This design comes from an exercise in tuning for small area, a short achievable clock period and few clock cycles per item on the open sky130 flow, not from production work. Where RTL was checked, it was by simulation tests only, not by an equivalence proof against the original.

## T
==> flow/design.v <==
module oncore_crc (
    input  wire        clk,
    input  wire        rst_n,        
    input  wire [1:0]  cmd,          
    input  wire [4:0]  cmd_order,    
    input  wire [15:0] cmd_poly,     
    input  wire [15:0] cmd_init,     
    input  wire [7:0]  cmd_data,     
    output wire        cmd_ready,
    output wire        res_valid,
    output wire [15:0] res
);
    localparam [1:0] CMD_START  = 2'd1;
    localparam [1:0] CMD_BYTE   = 2'd2;
    localparam [1:0] CMD_FINISH = 2'd3;
    reg [7:0]  crc_lo;       
    reg [15:0] poly;         
    reg [6:0]  q;            
    reg [3:0]  nlo;          
    reg [7:0]  top;          
    reg        data_v;
    reg        align_v;      
    reg [15:0] rsh;
    reg [3:0]  rcnt;         
    reg        rbusy;
    reg        fin_r;        
    reg  ready_r;            
    reg  valid_r;            
    wire rfree = !rbusy || (rcnt == 4'd0);
    wire rload = fin_r && rfree;
    wire [3:0] rcnt_n  = rload ? nlo : rcnt + 4'd1;
    wire       rbusy_n = rload || (rbusy && rcnt != 4'd0);
    wire       fin_n   = (fin_r && !rfree) || (cmd == CMD_FINISH && ready_r);
    assign cmd_ready = ready_r;
    assign res_valid = valid_r;
    assign res       = rsh;
    wire start = (cmd == CMD_START);
    function [15:0] align;
        input [15:0] x;
        input [4:0]  n;
        reg   [31:0] y;
        begin
            y = {x, 16'b0};
            y = n[0] ? {1'b0, y[31:1]} : y;
            y = n[1] ? {2'b0, y[31:2]} : y;
            y = n[2] ? {4'b0, y[31:4]} : y;
            y = n[3] ? {8'b0, y[31:8]} : y;
            align = y[15:0] | (x & {16{n[4]}});
        end
    endfunction
    reg [7:0] qn;
    integer m, j;
    always @* begin
        qn = 8'd1;
        for (m = 1; m < 8; m = m + 1) begin
            qn[m] = 1'b0;
            for (j = 1; j <= m; j = j + 1)
                qn[m] = qn[m] ^ (poly[16-j] & qn[m-j]);
        end
    end
    wire [15:0] pv   = poly & {16{data_v}};
    wire [15:0] base = data_v  ? {crc_lo, 8'b0}
                     : start   ? cmd_init
                     : align_v ? align({top, crc_lo}, {nlo == 4'd0, nlo})
                     : {top, crc_lo};
    reg  [7:0]  d, fb;
    reg  [15:0] crc_d;
    integer i, k;
    always @* begin
        for (i = 0; i < 8; i = i + 1)
            d[i] = top[7-i];
        for (i = 0; i < 8; i = i + 1) begin
            fb[i] = d[i];
            for (k = 0; k < i; k = k + 1)
                fb[i] = fb[i] ^ (q[i-k-1] & d[k]);
        end
        crc_d = base;
        for (k = 0; k < 8; k = k + 1)
            crc_d = crc_d ^ ({16{fb[k]}} & (pv << (7-k)));
    end
    always @(posedge clk) begin
        top    <= crc_d[15:8] ^ (cmd_data & {8{cmd == CMD_BYTE}});
        data_v <= (cmd == CMD_BYTE);
        align_v <= start;
        q      <= qn[7:1];
        crc_lo <= crc_d[7:0];
        if (start) begin
            poly <= cmd_poly;
            nlo  <= cmd_order[3:0];
        end else if (align_v) begin
            poly <= align(poly, {nlo == 4'd0, nlo});
        end
        rsh  <= rload ? {top, crc_lo} : {1'b0, rsh[15:1]};
        rcnt <= rcnt_n;
        if (!rst_n) begin
            rbusy   <= 1'b0;
            fin_r   <= 1'b0;
            ready_r <= 1'b1;
            valid_r <= 1'b0;
        end else begin
            rbusy   <= rbusy_n;
            fin_r   <= fin_n;
            ready_r <= !start && (!fin_n || !rbusy_n || (rcnt_n == 4'd0));
            valid_r <= rbusy_n && (rcnt_n == 4'd0);
        end
    end
endmodule
clock: 6.0 ns
lec_check: 0
cap_margin: 20
core_margin: 2
core_utilization: 40
cts_buf_list: sky130_fd_sc_hd__clkbuf_8
setup_slack_margin: 3.25
slew_margin: 20
standard.sh (not shown) runs the stock make flow with config.mk's settings and CLKGATE_MAP_FILE= SYNTH_SCRIPT=/design/flow/synth_recipe.tcl, a recipe that flattens the netlist after the stock synthesis.
==> flow/flow/run.sh <==
#!/bin/bash
# Standard layout, but the port buffers that global placement inserts use
# buf_1 instead of the slow clkdlybuf4s50_1 that buffer_ports picks by itself.
set -euo pipefail
export BUFFER_PORTS_ARGS="-buffer_cell sky130_fd_sc_hd__buf_1"
bash standard.sh > standard.log 2>&1
> inputs changed (T -> P)
-- flow/design.v --
<<< T, line 20
    reg [7:0]  top;          
    reg        data_v;
    reg        align_v;      
    reg [15:0] rsh;
    reg [3:0]  rcnt;         
>>> P, line 20
    reg [7:0]  top;          
    reg        data_v;
    reg [15:0] rsh;
    reg [3:0]  rcnt;         
<<< T, line 60
    end
    wire [15:0] pv   = poly & {16{data_v}};
    wire [15:0] base = data_v  ? {crc_lo, 8'b0}
                     : start   ? cmd_init
                     : align_v ? align({top, crc_lo}, {nlo == 4'd0, nlo})
                     : {top, crc_lo};
    reg  [7:0]  d, fb;
>>> P, line 59
    end
    wire [15:0] pv   = poly & {16{data_v}};
    wire [15:0] base = data_v ? {crc_lo, 8'b0}
                     : start  ? align(cmd_init, cmd_order)
                     : {top, crc_lo};
    reg  [7:0]  d, fb;
<<< T, line 82
        top    <= crc_d[15:8] ^ (cmd_data & {8{cmd == CMD_BYTE}});
        data_v <= (cmd == CMD_BYTE);
        align_v <= start;
        q      <= qn[7:1];
        crc_lo <= crc_d[7:0];
        if (start) begin
            poly <= cmd_poly;
            nlo  <= cmd_order[3:0];
        end else if (align_v) begin
            poly <= align(poly, {nlo == 4'd0, nlo});
        end
        rsh  <= rload ? {top, crc_lo} : {1'b0, rsh[15:1]};
>>> P, line 80
        top    <= crc_d[15:8] ^ (cmd_data & {8{cmd == CMD_BYTE}});
        data_v <= (cmd == CMD_BYTE);
        q      <= qn[7:1];
        crc_lo <= crc_d[7:0];
        if (start) begin
            poly <= align(cmd_poly, cmd_order);
            nlo  <= cmd_order[3:0];
        end
        rsh  <= rload ? {top, crc_lo} : {1'b0, rsh[15:1]};
<<< T, line 101
            rbusy   <= rbusy_n;
            fin_r   <= fin_n;
            ready_r <= !start && (!fin_n || !rbusy_n || (rcnt_n == 4'd0));
            valid_r <= rbusy_n && (rcnt_n == 4'd0);
        end
>>> P, line 96
            rbusy   <= rbusy_n;
            fin_r   <= fin_n;
            ready_r <= !fin_n || !rbusy_n || (rcnt_n == 4'd0);
            valid_r <= rbusy_n && (rcnt_n == 4'd0);
        end
Cmp P vs T: met3 track utilization from global routing lower in P
Looking at highest clock rate, P sits 2.3% lower than T does.
Of P and T, the run reporting the higher y dimension of the die was T.
The area after synthesis number comes out higher for T vs P.
Diff T -> P: synthesized cell count down 59; total non-filler cell area in the finished layout dropped 7.0%; share of the clock period used by the worst path now larger; global routing usage summed across all routing layers went up by 0.57 points; die footprint went down.
Across both runs, area of placed instances was lower for P than for T.
Between P and T, the difference in clock-pin slew reported for the worst setup and hold paths after clock tree synthesis is negligible.
The higher maximum number of pins on one net before global-route repair of P and T is in T.
Most common library cell in the layout ignoring fill and taps: nor2_1 -> P, nand2_1 -> T
Testbench counts of P, summed over its fixed seeds: cycles 35,351, bytes 32,800.
The RTL of T was laid out without a check of its function.

---

== v30 ==
// oncore_crc: RTL as listed in full above, without the edits since
export LEC_CHECK = 0
export CAP_MARGIN = 20
export CORE_MARGIN = 2
export CORE_UTILIZATION = 40
export CTS_BUF_LIST = sky130_fd_sc_hd__clkbuf_8
export SETUP_SLACK_MARGIN = 3.5
export SLEW_MARGIN = 20
create_clock -name core_clock -period 6.0 [get_ports {clk}]
Scripts as last shown in full above: flow/flow/run.sh
Input changes introduced in v6 (baseline for comparison: v30):
diff --git a/flow/design.v b/flow/design.v
--- a/flow/design.v
+++ b/flow/design.v
@@ -82,26 +82,24 @@
         top    <= crc_d[15:8] ^ (cmd_data & {8{cmd == CMD_BYTE}});
         data_v <= (cmd == CMD_BYTE);
         align_v <= start;
         q      <= qn[7:1];
         crc_lo <= crc_d[7:0];
         if (start) begin
-            poly <= cmd_poly;
+            poly <= align(cmd_poly, cmd_order);
             nlo  <= cmd_order[3:0];
-        end else if (align_v) begin
-            poly <= align(poly, {nlo == 4'd0, nlo});
         end
         rsh  <= rload ? {top, crc_lo} : {1'b0, rsh[15:1]};
         rcnt <= rcnt_n;
         if (!rst_n) begin
             rbusy   <= 1'b0;
             fin_r   <= 1'b0;
             ready_r <= 1'b1;
             valid_r <= 1'b0;
         end else begin
             rbusy   <= rbusy_n;
             fin_r   <= fin_n;
-            ready_r <= !start && (!fin_n || !rbusy_n || (rcnt_n == 4'd0));
+            ready_r <= !fin_n || !rbusy_n || (rcnt_n == 4'd0);
             valid_r <= rbusy_n && (rcnt_n == 4'd0);
         end
     end
 endmodule
==> run summary <==
Slowest library cell on the worst path = xnor3_1: v6; slowest library cell on the worst path = xnor2_1: v30
v30 has a lower portion of the post-synthesis area used by sequential elements than v6.
In v6 relative to v30, first-pass GRT wire length had gone down by a few percent.
Diff v6..v30 | final max-slew violation count | negligible
Delta (v6 minus v30): maximum frequency -0.0083 GHz.
No run of this note included a check of the RTL's function; only the layout flow was run.

---

rev 12:
oncore_crc, a different RTL version from the one above (not shown whole).
For scale: ~720 cells after synthesis, ~68 flip-flops, roughly 67 I/O pins.
Design oncore_crc, start of the top module:
module oncore_crc (
    input  wire        clk,
    input  wire        rst_n,        
    input  wire [1:0]  cmd,          
    input  wire [4:0]  cmd_order,    
    input  wire [15:0] cmd_poly,     
    input  wire [15:0] cmd_init,     
    input  wire [7:0]  cmd_data,     
    output wire        cmd_ready,
    output wire        res_valid,
    output wire [15:0] res
);
==> module oncore_crc, before the edit <==
module oncore_crc (
    input  wire        clk,
    input  wire        rst_n,        
    input  wire [1:0]  cmd,          
    input  wire [4:0]  cmd_order,    
    input  wire [15:0] cmd_poly,     
    input  wire [15:0] cmd_init,     
    input  wire [7:0]  cmd_data,     
    output wire        cmd_ready,
    output wire        res_valid,
    output wire [15:0] res
);
    localparam [1:0] CMD_START  = 2'd1;
    localparam [1:0] CMD_BYTE   = 2'd2;
    localparam [1:0] CMD_FINISH = 2'd3;
    reg [7:0]  crc_lo;       
    reg [15:0] poly;         
    reg [6:0]  q;            
    reg [3:0]  nlo;          
    reg [7:0]  top;          
    reg        data_v;
    reg [15:0] rsh;
    reg [3:0]  rcnt;         
    reg        rbusy;
    reg        fin_r;        
    reg  ready_r;            
    reg  valid_r;            
    wire rfree = !rbusy || (rcnt == 4'd0);
    wire rload = fin_r && rfree;
    wire [3:0] rcnt_n  = rload ? nlo : rcnt + 4'd1;
    wire       rbusy_n = rload || (rbusy && rcnt != 4'd0);
    wire       fin_n   = (fin_r && !rfree) || (cmd == CMD_FINISH && ready_r);
    assign cmd_ready = ready_r;
    assign res_valid = valid_r;
    assign res       = rsh;
    wire start = (cmd == CMD_START);
    function [15:0] align;
        input [15:0] x;
        input [4:0]  n;
        reg   [31:0] y;
        begin
            y = {x, 16'b0};
            y = n[0] ? {1'b0, y[31:1]} : y;
            y = n[1] ? {2'b0, y[31:2]} : y;
            y = n[2] ? {4'b0, y[31:4]} : y;
            y = n[3] ? {8'b0, y[31:8]} : y;
            align = y[15:0] | (x & {16{n[4]}});
        end
    endfunction
    reg [7:0] qn;
    integer m, j;
    always @* begin
        qn = 8'd1;
        for (m = 1; m < 8; m = m + 1) begin
            qn[m] = 1'b0;
            for (j = 1; j <= m; j = j + 1)
                qn[m] = qn[m] ^ (poly[16-j] & qn[m-j]);
        end
    end
    wire [15:0] pv   = poly & {16{data_v}};
    wire [15:0] base = data_v ? {crc_lo, 8'b0} : {top, crc_lo};
    wire [15:0] init = align(cmd_init, cmd_order);
    reg  [7:0]  d, fb;
    reg  [15:0] crc_d;
    integer i, k;
    always @* begin
        for (i = 0; i < 8; i = i + 1)
            d[i] = top[7-i];
        for (i = 0; i < 8; i = i + 1) begin
            fb[i] = d[i];
            for (k = 0; k < i; k = k + 1)
                fb[i] = fb[i] ^ (q[i-k-1] & d[k]);
        end
        crc_d = base;
        for (k = 0; k < 8; k = k + 1)
            crc_d = crc_d ^ ({16{fb[k]}} & (pv << (7-k)));
    end
    always @(posedge clk) begin
        top    <= start ? init[15:8]
                : crc_d[15:8] ^ (cmd_data & {8{cmd == CMD_BYTE}});
        crc_lo <= start ? init[7:0] : crc_d[7:0];
        data_v <= (cmd == CMD_BYTE);
        q      <= qn[7:1];
        if (start) begin
            poly <= align(cmd_poly, cmd_order);
            nlo  <= cmd_order[3:0];
        end
        rsh  <= rload ? {top, crc_lo} : {1'b0, rsh[15:1]};
        rcnt <= rcnt_n;
        if (!rst_n) begin
            rbusy   <= 1'b0;
            fin_r   <= 1'b0;
            ready_r <= 1'b1;
            valid_r <= 1'b0;
        end else begin
            rbusy   <= rbusy_n;
            fin_r   <= fin_n;
            ready_r <= !fin_n || !rbusy_n || (rcnt_n == 4'd0);
            valid_r <= rbusy_n && (rcnt_n == 4'd0);
        end
    end
endmodule
clock: 6.0 ns
lec_check: 0
cap_margin: 20
core_margin: 2
core_utilization: 40
cts_buf_list: sky130_fd_sc_hd__clkbuf_8
setup_slack_margin: 3.5
slew_margin: 20
Scripts as last shown in full above: flow/flow/run.sh
Rev 12 completed end to end with timing, DRC and antenna clean.
Changes in rev 13 relative to rev 12:
==> flow/design.v <==
module oncore_crc (
    input  wire        clk,
    input  wire        rst_n,        
    input  wire [1:0]  cmd,          
    input  wire [4:0]  cmd_order,    
    input  wire [15:0] cmd_poly,     
    input  wire [15:0] cmd_init,     
    input  wire [7:0]  cmd_data,     
    output wire        cmd_ready,
    output wire        res_valid,
    output wire [15:0] res
);
    localparam [1:0] CMD_START  = 2'd1;
    localparam [1:0] CMD_BYTE   = 2'd2;
    localparam [1:0] CMD_FINISH = 2'd3;
    reg [15:0] crc;          
    reg [15:0] poly;         
    reg [6:0]  q;            
    reg [3:0]  nlo;          
    reg [7:0]  data;
    reg        data_v;
    reg [15:0] rsh;
    reg [3:0]  rcnt;         
    reg        rbusy;
    reg        fin_r;        
    wire rfree = !rbusy || (rcnt == 4'd0);
    wire rload = fin_r && rfree;
    assign cmd_ready = !fin_r || rfree;
    assign res_valid = rbusy && (rcnt == 4'd0);
    assign res       = rsh;
    wire start = (cmd == CMD_START);
    function [15:0] align;
        input [15:0] x;
        input [4:0]  n;
        reg   [31:0] y;
        begin
            y = {x, 16'b0};
            y = n[0] ? {1'b0, y[31:1]} : y;
            y = n[1] ? {2'b0, y[31:2]} : y;
            y = n[2] ? {4'b0, y[31:4]} : y;
            y = n[3] ? {8'b0, y[31:8]} : y;
            align = y[15:0] | (x & {16{n[4]}});
        end
    endfunction
    reg [7:0] qn;
    integer m, j;
    always @* begin
        qn = 8'd1;
        for (m = 1; m < 8; m = m + 1) begin
            qn[m] = 1'b0;
            for (j = 1; j <= m; j = j + 1)
                qn[m] = qn[m] ^ (poly[16-j] & qn[m-j]);
        end
    end
    wire [15:0] pv   = poly & {16{data_v}};
    wire [15:0] base = data_v ? {crc[7:0], 8'b0}
                     : start  ? align(cmd_init, cmd_order)
                     : crc;
    reg  [7:0]  d, fb;
    reg  [15:0] crc_d;
    integer i, k;
    always @* begin
        for (i = 0; i < 8; i = i + 1)
            d[i] = crc[15-i] ^ data[7-i];
        for (i = 0; i < 8; i = i + 1) begin
            fb[i] = d[i];
            for (k = 0; k < i; k = k + 1)
                fb[i] = fb[i] ^ (q[i-k-1] & d[k]);
        end
        crc_d = base;
        for (k = 0; k < 8; k = k + 1)
            crc_d = crc_d ^ ({16{fb[k]}} & (pv << (7-k)));
    end
    always @(posedge clk) begin
        data   <= cmd_data;
        data_v <= (cmd == CMD_BYTE);
        q      <= qn[7:1];
        crc    <= crc_d;
        if (start) begin
            poly <= align(cmd_poly, cmd_order);
            nlo  <= cmd_order[3:0];
        end
        rsh  <= rload ? crc : {1'b0, rsh[15:1]};
        rcnt <= rload ? nlo : rcnt + 4'd1;
        if (!rst_n) begin
            rbusy <= 1'b0;
            fin_r <= 1'b0;
        end else begin
            rbusy <= rload || (rbusy && rcnt != 4'd0);
            fin_r <= (fin_r && !rfree) || (cmd == CMD_FINISH && cmd_ready);
        end
    end
endmodule
==> run summary <==
Number of vias per cell: rev 13 vs rev 12 up 7.6%
In the final design statistics, rev 13 uses more standard cells in total than rev 12.
Fraction of the core area covered by cells at the end of the flow (lower): rev 12
Critical path depth on rev 13 is down relative to rev 12.
Re count of clock-buffer cells in the layout: rev 13 is 1 down on rev 12.
Rev 13 has area added between synthesis and finish above what rev 12 had.
Fmax: rev 13 higher than rev 12
Between rev 12 and rev 13, the flow reports area taken by multi-input logic gates increasing by more than 10%.
Rev 13 vs rev 12, worst stage delay on the critical path went up by 0.04 ns.
DRC violation total after the first TritonRoute iteration (rev 13 vs. rev 12) increases by more than a quarter
Testbench counts of rev 13, summed over its fixed seeds: cycles 35,351, bytes 32,800.
The RTL of rev 12 was laid out without a check of its function.

[separate check: timing with driven ports]
No port has a modelled driver above. Below, the same layouts with a new extraction and two added sets of constraints.
Step 1 assumes that a clkbuf_16 drives the clock port and a buf_2 every other input.
Step 2 adds t to the input delays and takes it off the output delays; t is the mean of the earliest and latest rising clock arrival at the registers after step 1. Input paths then give back, and output paths get back, about the clock's delay inside the block.
Slacks: no drivers / after step 1 / after step 2; pairs: no drivers / after step 1.
| run | t (ns) | setup slack, ns | worst hold slack (ns) | clock arrival spread, ns | worst slew at a driven data input, ns |
|---|---|---|---|---|---|
| T | 0.407 | 3.391 / 3.391 / 3.028 | 0.482 / 0.482 / 0.482 | 0.008 / 0.008 | 0.04 |
| P | 0.398 | 3.328 / 3.245 / 2.847 | 0.487 / 0.487 / 0.487 | 0.017 / 0.016 | 0.12 |
| v30 | 0.414 | 3.577 / 3.562 / 3.147 | 0.486 / 0.486 / 0.486 | 0.011 / 0.011 | 0.06 |
| v6 | 0.399 | 3.527 / 3.518 / 3.119 | 0.477 / 0.477 / 0.477 | 0.010 / 0.010 | 0.07 |
| rev 12 | 0.389 | 3.135 / 3.135 / 2.890 | 0.477 / 0.477 / 0.477 | 0.012 / 0.012 | 0.13 |
| rev 13 | 0.402 | 3.360 / 3.349 / 2.947 | 0.476 / 0.476 / 0.476 | 0.009 / 0.010 | 0.12 |
After both steps every run listed still meets setup and hold. The setup slack of P, which loses most, moves by -0.083 ns with the drivers and by -0.481 ns with both steps.
